Background: an optimization exercise with open tools, aiming at small area, a short achievable clock period and few clock cycles per item. Do not read the settings as production practice.
No functional check of the RTL was part of this run.
Power and IR drop assume default switching activity.

==> design.v <==
module mont_mul (
    input  wire [65:0]   s,
    input  wire [65:0]   c,
    input  wire [2:0]    xl,      
    input  wire [2:1]    yl,      
    input  wire [64:0]   b,
    input  wire [63:0]   n,
    input  wire [2:0]    d,       
    input  wire [2:0]    db,      
    input  wire [2:0]    np,      
    output wire [65:0]   so,
    output wire [65:0]   co,
    output wire [2:0]    xlo,
    output wire [2:1]    ylo
);
    wire cy = |xl | |yl;
    wire [2:0] ux = s[2:0] ^ c[2:0] ^ db;
    wire [2:0] uy = {(s[1:0] & c[1:0]) | (s[1:0] & db[1:0]) | (c[1:0] & db[1:0]), 1'b0};
    wire [2:0] ug = ux & uy;
    wire [2:0] up = ux ^ uy;
    wire uc0 = (cy);
    wire uc1 = (ug[0]) | (cy & up[0]);
    wire uc2 = (ug[0] & up[1]) | (ug[1]) | (cy & up[0] & up[1]);
    wire [2:0] u = up ^ {uc2, uc1, uc0};
    reg [2:0] q;
    always @* begin
        case ({np[2:1], u})
        5'd0: q = 3'd0;
        5'd1: q = 3'd1;
        5'd2: q = 3'd2;
        5'd3: q = 3'd3;
        5'd4: q = 3'd4;
        5'd5: q = 3'd5;
        5'd6: q = 3'd6;
        5'd7: q = 3'd7;
        5'd8: q = 3'd0;
        5'd9: q = 3'd3;
        5'd10: q = 3'd6;
        5'd11: q = 3'd1;
        5'd12: q = 3'd4;
        5'd13: q = 3'd7;
        5'd14: q = 3'd2;
        5'd15: q = 3'd5;
        5'd16: q = 3'd0;
        5'd17: q = 3'd5;
        5'd18: q = 3'd2;
        5'd19: q = 3'd7;
        5'd20: q = 3'd4;
        5'd21: q = 3'd1;
        5'd22: q = 3'd6;
        5'd23: q = 3'd3;
        5'd24: q = 3'd0;
        5'd25: q = 3'd7;
        5'd26: q = 3'd6;
        5'd27: q = 3'd5;
        5'd28: q = 3'd4;
        5'd29: q = 3'd3;
        5'd30: q = 3'd2;
        5'd31: q = 3'd1;
        default: q = 3'd0;
        endcase
    end
    wire [68:0] r_s = {3'd0, s};
    wire [68:0] r_c = {3'd0, c};
    wire [68:0] r_p0 = ({4'd0, b} & {69{d[0]}}) << 0;
    wire [68:0] r_p1 = ({4'd0, b} & {69{d[1]}}) << 1 | {68'd0, cy};
    wire [68:0] r_p2 = ({4'd0, b} & {69{d[2]}}) << 2;
    wire [68:0] r_q0 = ({5'd0, n} & {69{q[0]}}) << 0;
    wire [68:0] r_q1 = ({5'd0, n} & {69{q[1]}}) << 1;
    wire [68:0] r_q2 = ({5'd0, n} & {69{q[2]}}) << 2;
    wire [68:0] t_s0 = r_p0 ^ r_p1 ^ r_p2;
    wire [68:0] t_c0 = ((r_p0 & r_p1) | (r_p0 & r_p2) | (r_p1 & r_p2)) << 1;
    wire [68:0] t_s1 = r_s ^ r_c ^ t_s0;
    wire [68:0] t_c1 = ((r_s & r_c) | (r_s & t_s0) | (r_c & t_s0)) << 1;
    wire [68:0] t_s2 = t_c0 ^ t_s1 ^ t_c1;
    wire [68:0] t_c2 = ((t_c0 & t_s1) | (t_c0 & t_c1) | (t_s1 & t_c1)) << 1;
    wire [68:0] t_s3 = r_q0 ^ r_q1 ^ r_q2;
    wire [68:0] t_c3 = ((r_q0 & r_q1) | (r_q0 & r_q2) | (r_q1 & r_q2)) << 1;
    wire [68:0] t_s4 = t_s2 ^ t_c2 ^ t_s3;
    wire [68:0] t_c4 = ((t_s2 & t_c2) | (t_s2 & t_s3) | (t_c2 & t_s3)) << 1;
    wire [68:0] t_s5 = t_c3 ^ t_s4 ^ t_c4;
    wire [68:0] t_c5 = ((t_c3 & t_s4) | (t_c3 & t_c4) | (t_s4 & t_c4)) << 1;
    assign so  = t_s5[68:3];
    assign co  = t_c5[68:3];
    assign xlo = t_s5[2:0];
    assign ylo = t_c5[2:1];
endmodule
module mr_tester (
    input  wire        clk,
    input  wire        rst,
    input  wire        start,
    input  wire [63:0] n_in,
    output reg         ready,
    output reg         done,
    output reg         prime,
    output reg         bad,
    output reg  [63:0] pw
);
    localparam W  = 3;
    localparam W2 = 2 * W;
    localparam BX = W * 33 + 1;             
    localparam S_IDLE = 3'd0;
    localparam S_CHK  = 3'd1;
    localparam S_CHK2 = 3'd2;
    localparam S_ABS  = 3'd3;
    localparam S_DBL  = 3'd4;
    localparam S_RUN  = 3'd5;
    localparam S_FIN  = 3'd6;
    localparam OP_LAD = 2'd0;    
    localparam OP_CV0 = 2'd1;    
    localparam OP_SQ2 = 2'd2;    
    localparam OP_CV2 = 2'd3;    
    reg [2:0]   state;
    reg [1:0]   op;
    reg         dm;          
    reg         dmode;       
    reg         conv;        
    reg [5:0]   it;          
    reg [5:0]   len;         
    reg [4:0]   dix;         
    reg [5:0]   idx;         
    reg [6:0]   rem;         
    reg [5:0]   kk;          
    reg [5:0]   j2;          
    reg [6:0]   v;           
    reg [6:0]   dleft;       
    reg [2:0]   jcnt;        
    reg [6:0]   blen;        
    reg [5:0]   kz;          
    reg [63:0]   n;
    reg [64:0]   b;          
    reg [65:0]   s;
    reg [65:0]   c;
    reg [W-1:0]  xl;
    reg [W-1:1]  yl;
    reg [W-1:0]  dg;         
    reg [W-1:0]  dn;         
    reg [W-1:0]  db;         
    reg [W-1:0]  np;         
    wire st_idle = (state == S_IDLE);
    wire st_chk  = (state == S_CHK);
    wire st_chk2 = (state == S_CHK2);
    wire st_abs  = (state == S_ABS);
    wire st_dbl  = (state == S_DBL);
    wire st_run  = (state == S_RUN);
    wire st_fin  = (state == S_FIN);
    reg [6:0] blen_c;
    reg [5:0] kz_c;
    integer i;
    always @* begin
        blen_c = 7'd0;
        for (i = 0; i < 64; i = i + 1)
            if (n[i]) blen_c = i + 1;
        kz_c = 6'd0;
        for (i = 63; i >= 1; i = i - 1)
            if (n[i]) kz_c = i;
    end
    wire [63:0] mask;        
    assign mask[63] = n[63];
    genvar g;
    generate
        for (g = 0; g < 63; g = g + 1) begin : g_mask
            assign mask[g] = mask[g+1] | n[g];
        end
    endgenerate
    wire [63:0] r0 = (~n & mask) | 64'd1;                  
    wire        badn = !n[0] || (n[63:1] == 63'd0);
    wire [6:0]  lsteps = (blen + 7'd3 + W - 1) / W;
    wire [6:0]  dl0 = W * lsteps - blen;
    wire [2:0]  jmax = (blen >= 7'd40) ? 3'd5 : 3'd4;
    wire [W-1:0] inv1 = n[W-1:0];
    wire [W-1:0] inv2 = inv1 * (2 - n[W-1:0] * inv1);
    wire [W-1:0] inv3 = inv2 * (2 - n[W-1:0] * inv2);
    wire [W-1:0] npc = 0 - inv3;
    wire nbit = n[idx];
    wire        cy = |xl | |yl;
    wire [65:0] cx = s | ({b, 1'b0} & {66{dm}});
    wire [65:0] cyy = c | ({2'b11, ~n} & {66{dm}});
    wire [66:0] cpaw = {cx, 1'b1} + {cyy, cy | dm};         
    wire [65:0] cpa = cpaw[66:1];
    wire        neg = cpa[65];
    wire [64:0] dres = neg ? {b[63:0], 1'b0} : cpa[64:0];   
    wire eq1 = (cpa[63:0] == 64'd1);
    wire eqm = (cpa[63:1] == n[63:1]) & ~cpa[0];            
    wire dbl_end = st_dbl && (dleft == 7'd0);
    wire go      = dbl_end || st_fin;
    wire ld_cpa  = st_fin && (op == OP_LAD || op == OP_SQ2);
    wire go_conv = (dbl_end && rem == 7'd0) ||
                   (st_fin && op == OP_LAD && rem == 7'd0) ||
                   (st_fin && op == OP_SQ2);
    wire go_dbl  = !go_conv && nbit && (dbl_end || (st_fin && op == OP_LAD));
    wire [W2-1:0] bn = ld_cpa ? cpa[W2-1:0] : b[W2-1:0];    
    wire [W-1:0]  d0 = go_conv ? {{(W-1){1'b0}}, 1'b1} :
                       go_dbl  ? {bn[W-2:0], 1'b0} : bn[W-1:0];
    wire [W-1:0]  d1 = go_conv ? {W{1'b0}} :
                       go_dbl  ? bn[W2-2:W-1] : bn[W2-1:W];
    wire [W-1:0]  db0 = d0 * bn[W-1:0];
    wire [BX-1:0] bx = {{(BX-66){1'b0}}, b, 1'b0};
    wire [W:0]    win = bx[dix * W +: W + 1];
    wire [W-1:0]  dfetch = conv ? {W{1'b0}} : (dmode ? win[W-1:0] : win[W:1]);
    wire [W-1:0]  dbnext = dn * b[W-1:0];
    wire [65:0]  so, co;
    wire [W-1:0] xlo;
    wire [W-1:1] ylo;
    mont_mul u_mm (
        .s(s), .c(c), .xl(xl), .yl(yl), .b(b), .n(n),
        .d(dg), .db(db), .np(np),
        .so(so), .co(co), .xlo(xlo), .ylo(ylo)
    );
    always @(posedge clk) begin
        if (st_idle)
            n <= n_in;
        if (st_chk) begin
            b    <= {1'b0, r0};
            np   <= npc;
            blen <= blen_c;
            kz   <= kz_c;
        end else if ((st_abs || st_dbl) && dleft != 7'd0)
            b <= dres;
        else if (ld_cpa)
            b <= cpa[64:0];
        if (st_chk || (st_fin && op == OP_CV0))
            pw <= st_chk ? 64'd0 : cpa[63:0];
        if (st_run) begin
            s  <= so;
            c  <= co;
            xl <= xlo;
            yl <= ylo;
        end else begin
            s  <= 66'd0;
            c  <= 66'd0;
            xl <= {W{1'b0}};
            yl <= {(W-1){1'b0}};
        end
        if (go) begin
            dg <= d0;
            dn <= d1;
            db <= db0;
        end else begin
            dg <= dn;
            dn <= dfetch;
            db <= dbnext;
        end
    end
    always @(posedge clk) begin
        if (rst) begin
            state <= S_IDLE;
            ready <= 1'b1;
            done  <= 1'b0;
            dm    <= 1'b0;
        end else begin
            done <= 1'b0;
            if (go) begin
                it    <= len - 6'd1;
                dix   <= 5'd2;
                conv  <= go_conv;
                dmode <= go_dbl;
            end else begin
                it  <= it - 6'd1;
                dix <= dix + 5'd1;
            end
            case (state)
            S_IDLE: begin
                if (start) begin
                    state <= S_CHK;
                    ready <= 1'b0;
                end
            end
            S_CHK: begin
                if (badn) begin
                    done  <= 1'b1;
                    bad   <= 1'b1;
                    prime <= 1'b0;
                    ready <= 1'b1;
                    state <= S_IDLE;
                end else begin
                    state <= S_CHK2;
                end
            end
            S_CHK2: begin
                len   <= lsteps[5:0];
                dleft <= dl0;
                idx   <= blen[5:0] - 6'd1;
                rem   <= blen - {1'b0, kz};
                kk    <= kz;
                jcnt  <= jmax;
                v     <= 7'd0;
                dm    <= 1'b1;
                state <= S_ABS;
            end
            S_ABS: begin
                if (jcnt != 3'd0 && rem != 7'd0) begin
                    v     <= {v[5:0], nbit};
                    idx   <= idx - 6'd1;
                    rem   <= rem - 7'd1;
                    jcnt  <= jcnt - 3'd1;
                    dleft <= dleft - {6'd0, dleft != 7'd0};
                end else begin
                    dleft <= dleft - {6'd0, dleft != 7'd0} + v;
                    state <= S_DBL;
                end
            end
            S_DBL: begin
                if (dleft != 7'd0) begin
                    dleft <= dleft - 7'd1;
                end else begin
                    dm    <= 1'b0;
                    state <= S_RUN;
                    op    <= (rem == 7'd0) ? OP_CV0 : OP_LAD;
                    if (rem != 7'd0) begin
                        idx <= idx - 6'd1;
                        rem <= rem - 7'd1;
                    end
                end
            end
            S_RUN: begin
                if (it == 6'd0)
                    state <= S_FIN;
            end
            S_FIN: begin
                state <= S_RUN;
                case (op)
                OP_LAD: begin
                    if (rem == 7'd0) begin
                        op <= OP_CV0;
                    end else begin
                        idx <= idx - 6'd1;
                        rem <= rem - 7'd1;
                    end
                end
                OP_CV0: begin
                    if (eq1 || eqm || kk == 6'd1) begin
                        done  <= 1'b1;
                        bad   <= 1'b0;
                        prime <= eq1 | eqm;
                        ready <= 1'b1;
                        state <= S_IDLE;
                    end
                    op <= OP_SQ2;
                    j2 <= kk - 6'd2;
                end
                OP_SQ2: begin
                    op <= OP_CV2;
                end
                OP_CV2: begin
                    if (eq1 || eqm || j2 == 6'd0) begin
                        done  <= 1'b1;
                        bad   <= 1'b0;
                        prime <= eqm;
                        ready <= 1'b1;
                        state <= S_IDLE;
                    end
                    op <= OP_SQ2;
                    j2 <= j2 - 6'd1;
                end
                endcase
            end
            default: begin
                state <= S_IDLE;
                ready <= 1'b1;
            end
            endcase
        end
    end
endmodule
==> flow/run.sh <==
#!/bin/bash
# The standard ORFS layout (the standard.sh) with three knobs changed:
#  - synthesis runs Yosys's synth without its internal "abc -fast" (SYNTH_ARGS=-noabc);
#    the final ABC mapping still runs. This keeps the carry-save adder tree as
#    full-adder cells without an inverter between each pair of them. The
#    registers, their names and their cells are those of the standard synthesis.
set -euo pipefail
bash standard.sh SYNTH_ARGS=-noabc SETUP_SLACK_MARGIN=6.5 TNS_END_PERCENT=5 finish > make_finish.log 2>&1
==> standard.sh <==
#!/bin/bash
# synth_recipe.tcl (not shown) runs the flow's synth.tcl, then flattens the netlist and writes it again
# the make line also repeats each setting of config.mk as NAME=value (left out here)
make -C /OpenROAD-flow-scripts/flow DESIGN_CONFIG=/design/flow/config.mk WORK_HOME=/design/flow/orfs CLKGATE_MAP_FILE= SYNTH_SCRIPT=/design/flow/synth_recipe.tcl "${@:-finish}"
==> config.mk <==
export PLATFORM = sky130hd
export DESIGN_NAME = mr_tester
export DESIGN_NICKNAME = mr_tester
export VERILOG_FILES = /design/flow/design.v
export SDC_FILE = /design/flow/constraint.sdc
export NUM_CORES = 4
export LEC_CHECK = 0
export CAP_MARGIN = 20
export CORE_MARGIN = 2
export CORE_UTILIZATION = 50
export SLEW_MARGIN = 20
==> constraint.sdc <==
create_clock -name core_clock -period 10.0 [get_ports {clk}]
set_input_delay 2.0000 -clock core_clock [delete_from_list [all_inputs] [get_ports {clk}]]
set_output_delay 2.0000 -clock core_clock [all_outputs]
set_load 0.01 [all_outputs]
==> flow_summary.yaml <==
global_routing:
  grt_usage_pct: 37.87
  first_global_vias: 33070
  grt_max_degree: 93
  antenna_found_initial: 11
  grt_pass1_wl_mm: 226.8
  grt.overflow.total: 0
synth:
  synth_nets: 4497
  synth_cells: 3906
  syn_avg_cell_area_um2: 10.06
  synth_edf_count: 271
  yosys_warnings: 2
  synth_cell_types: 87
  synth_flop_cell: "edfxtp_1"
  async_flop_share_pct: 0
  ys_ff_latch: 423
  yosysSeqAreaShare_pct: 28.46
  synth_area_um2: 39280
run_status:
  status: "timing/DRC/antenna clean"
critical_path:
  critical_path_class: "register to register"
  r2r_slack_ns: 4.32
  crit_required_ns: 10.29
  r2r-end: "kz[2]"
  critPathCapture: "kz[2]"
  critical_path.max_fanout: 15
  end_kind: "register"
  ff2ff_path_depth: 10
  start_kind: "register"
  worstSetupStartpoint: "n[63]"
  r2r_start: "n[63]"
  crit_arrival_ns: 5.97
timing:
  setup_viol: 0
  slew_viol_final: 0
  slew_headroom_pct: 23.35
  max_freq_mhz: 176.1
  tightest_slew_ns: 1.149
  finalHoldViolations: 0
  fin_setup_tns_ns: 0
  layout_worst_path_cycle_share_pct: 56.78
  rsz0062_at_grt: "yes"
  clock_skew_ns: 0.03032
  period_minus_slack_ns: 5.678
place:
  port_buffers: 134
  dpl.hpwl_mm: 109.6
  finalWeightedCongestion: 1.050
power_and_ir_drop:
  p_comb_share_pct: 66.1
  ir_drop_mv: 0.3262
  pwr-share-seq_pct: 21.2
  internal-power_uw: 8728
  p_leak_uw: 0.02102
  power.total_uw: 16860
  switching_share_pct: 48.23
  pwr_density_cell_nw_per_um2: 362.1
  switching_power_uw: 8132
  clkPwrFrac_pct: 12.7
die:
  dieArea_um2: 80830
  core_area_um2: 77590
  placementRows: 102
  initial_core_util_pct: 50.63
  io_pins: 135
  die_y_um: 284.3
  dieWidth_um: 284.3
detailed_routing:
  drt_wl_total_mm: 156.8
  antenna_left: 0
  remaining_drc_errors: 0
  firstDrtPassIters: 7
  vias: 33508
  wl_per_cell_um: 30.46
  via_per_inst: 6.510
  first_iter_violations: 3774
cells_and_area:
  area_growth_pct: 18.53
  fin_nets: 4647
  drive_above_1_share_pct: 15.90
  final_common_cell: "fa_1"
  mostFrequentLayoutCells: "fa_1, and2_1, nor2_1"
clock_tree:
  clk_latency_ns: 0.64
  clk_path_buf_depth: 3
  cts_root_buf: "clkbuf_16"
  ctsHoldBuffers: 0
  cts_tree: "done"
  htreeDepth: 2
  clkSinkCount: 423
  cts_buffers: 52
  clkTransAtPathRegs_ns: 0.06
min_path:
  hold_path.class: "register to register"
job:
  maxCapViolCount: 0
==> sequential cells by signal, indices dropped and copies added, names as in the netlist, 7 cells and up <==
name and flops:
blen 7, s 65, pw 64, v 7, rem 7, c 66
b 65, dleft 7, n 64
==> routing by layer <==
metal	part of all wire (%)	vias up	global-route usage [%]
met5	0.052	-	0
met4	5.8	12	17.45
met3	12	450	10.26
met2	43	2043	55.70
met1	40	16771	52.24
li1	-	14232	-
==> cells by family (layout without fill, tap and decap cells) <==
kind of cell / count (synthesis) / count (layout) / synth area share (%)
AND/OR/NAND/NOR: 1379 / 1379 / 18.18
AO/OA/AOI/OAI: 832 / 834 / 14.18
adder cells (fa/ha/maj): 524 / 524 / 24.28
flip-flops: 423 / 423 / 28.46
buffers and inverters: 403 / 594 / 3.883
XOR/XNOR: 196 / 197 / 4.545
multiplexers: 148 / 148 / 6.466
other: 1 / 8 / 0.009546
==> per-stage QoR <==
stage                     utilization, %  instances  setup slack [ns]  hold WS [ns]  cell area, um2
after floorplan                        -       3906             4.388        0.4254           39360
after global placement             53.45       4864             3.112        0.4798           41470
after detailed placement           53.49       4866             3.111        0.4746           41500
after CTS                          59.35       5115             4.492        0.4835           46050
after global routing               60.00       5144             4.171        0.4930           46560
final                              60.01       5147             4.322        0.4922           46560
==> cell type report <==
cell class | instances | area [um2]
Clock buffer | 63 | 1393
Inverter | 138 | 521.8
Fill cell | 6700 | 31030
Sequential cell | 423 | 11200
Multi-Input combinational cell | 3083 | 28130
Tap cell | 1040 | 1301
Antenna cell | 7 | 17.52
Clock inverter | 35 | 500.5
Timing Repair Buffer | 358 | 3503
==> critical path, cell delays in order, from the launching register on <==
cell	delay, ns
edfxtp_1	0.73
inv_1	0.33
a41oi_1	0.39
a21oi_1	0.22
o311ai_0	0.59
a31oi_1	0.33
o311ai_0	0.61
a31oi_1	0.32
o311ai_0	0.94
a21oi_1	0.16
nor4_1	0.73
==> how the worst min path moves through the flow <==
| stage | startpoint | endpoint | slack [ns] | depth (start not counted) |
|---|---|---|---|---|
| floorplan | dn[2] | dg[2] | 0.43 | 2 |
| global placement | dn[2] | dg[2] | 0.48 | 2 |
| detailed placement | dn[2] | dg[2] | 0.47 | 2 |
| CTS | dn[2] | dg[2] | 0.48 | 2 |
| global route | dn[2] | dg[2] | 0.49 | 2 |
| finish | dn[2] | dg[2] | 0.49 | 2 |
==> repair_timing <==
item	4_1_cts	5_1_grt
gates cloned	9	6
setup buffers	142	18
resized for setup	252	64
pin swaps	80	38
endpoints found under the setup margin	383	432
==> synthesized netlist by cell type (12+ instances only) <==
master / instances / share of area [%]
a211oi_1: 37 / 0.71
a21boi_0: 13 / 0.25
a21o_1: 164 / 3.1
a21oi_1: 205 / 2.6
a31oi_1: 23 / 0.37
and2_1: 369 / 5.9
and3_1: 148 / 2.4
buf_1: 13 / 0.12
clkbuf_1: 249 / 2.4
dfxtp_1: 152 / 7.7
edfxtp_1: 271 / 21
fa_1: 397 / 20
ha_1: 127 / 4.0
inv_1: 137 / 1.3
mux2i_1: 58 / 1.5
mux4_2: 84 / 4.8
nand2_1: 229 / 2.2
nand2b_1: 17 / 0.27
nand3_1: 53 / 0.68
nand4_1: 42 / 0.67
nor2_1: 329 / 3.1
nor2b_1: 13 / 0.21
nor3_1: 79 / 1.0
nor4_1: 32 / 0.51
o2111ai_1: 15 / 0.33
o211ai_1: 22 / 0.42
o21a_1: 12 / 0.23
o21ai_0: 147 / 1.9
o221ai_1: 19 / 0.42
o22ai_1: 26 / 0.41
o311ai_0: 13 / 0.29
o31ai_1: 20 / 0.38
or3_1: 21 / 0.33
xnor2_1: 127 / 2.8
xor2_1: 64 / 1.4
==> power groups by stage <==
stage               clock network [uW]  registers, uW  logic [uW]
global route                      2230           3620       12100
global placement                     0           3810        9050
detailed placement                   0           3800        9110
floorplan                            0           3180        6610
finish                            2140           3570       11100
CTS                               2170           3540       10200

re-timing with driven ports:
No port has a modelled driver above. Below, the same layout with a new extraction and two added sets of constraints. Step 1 assumes that a clkbuf_16 drives the clock port and a buf_2 every other input. Step 2, shift: input delay + t, output delay - t, t = (earliest + latest rising clock arrival at the registers) / 2. This alone moves slack from input paths to output paths. Slacks: ideal ports / drivers / drivers and shift; pairs: ideal ports / drivers.
t, ns: 0.695
slack for setup (ns): 4.322 / 4.322 / 4.322
pins driven straight from the clock port: 1
After both steps setup and hold are still met in this run. The setup slack of this run moves by 0.000 ns with the drivers and by 0.000 ns with both steps.
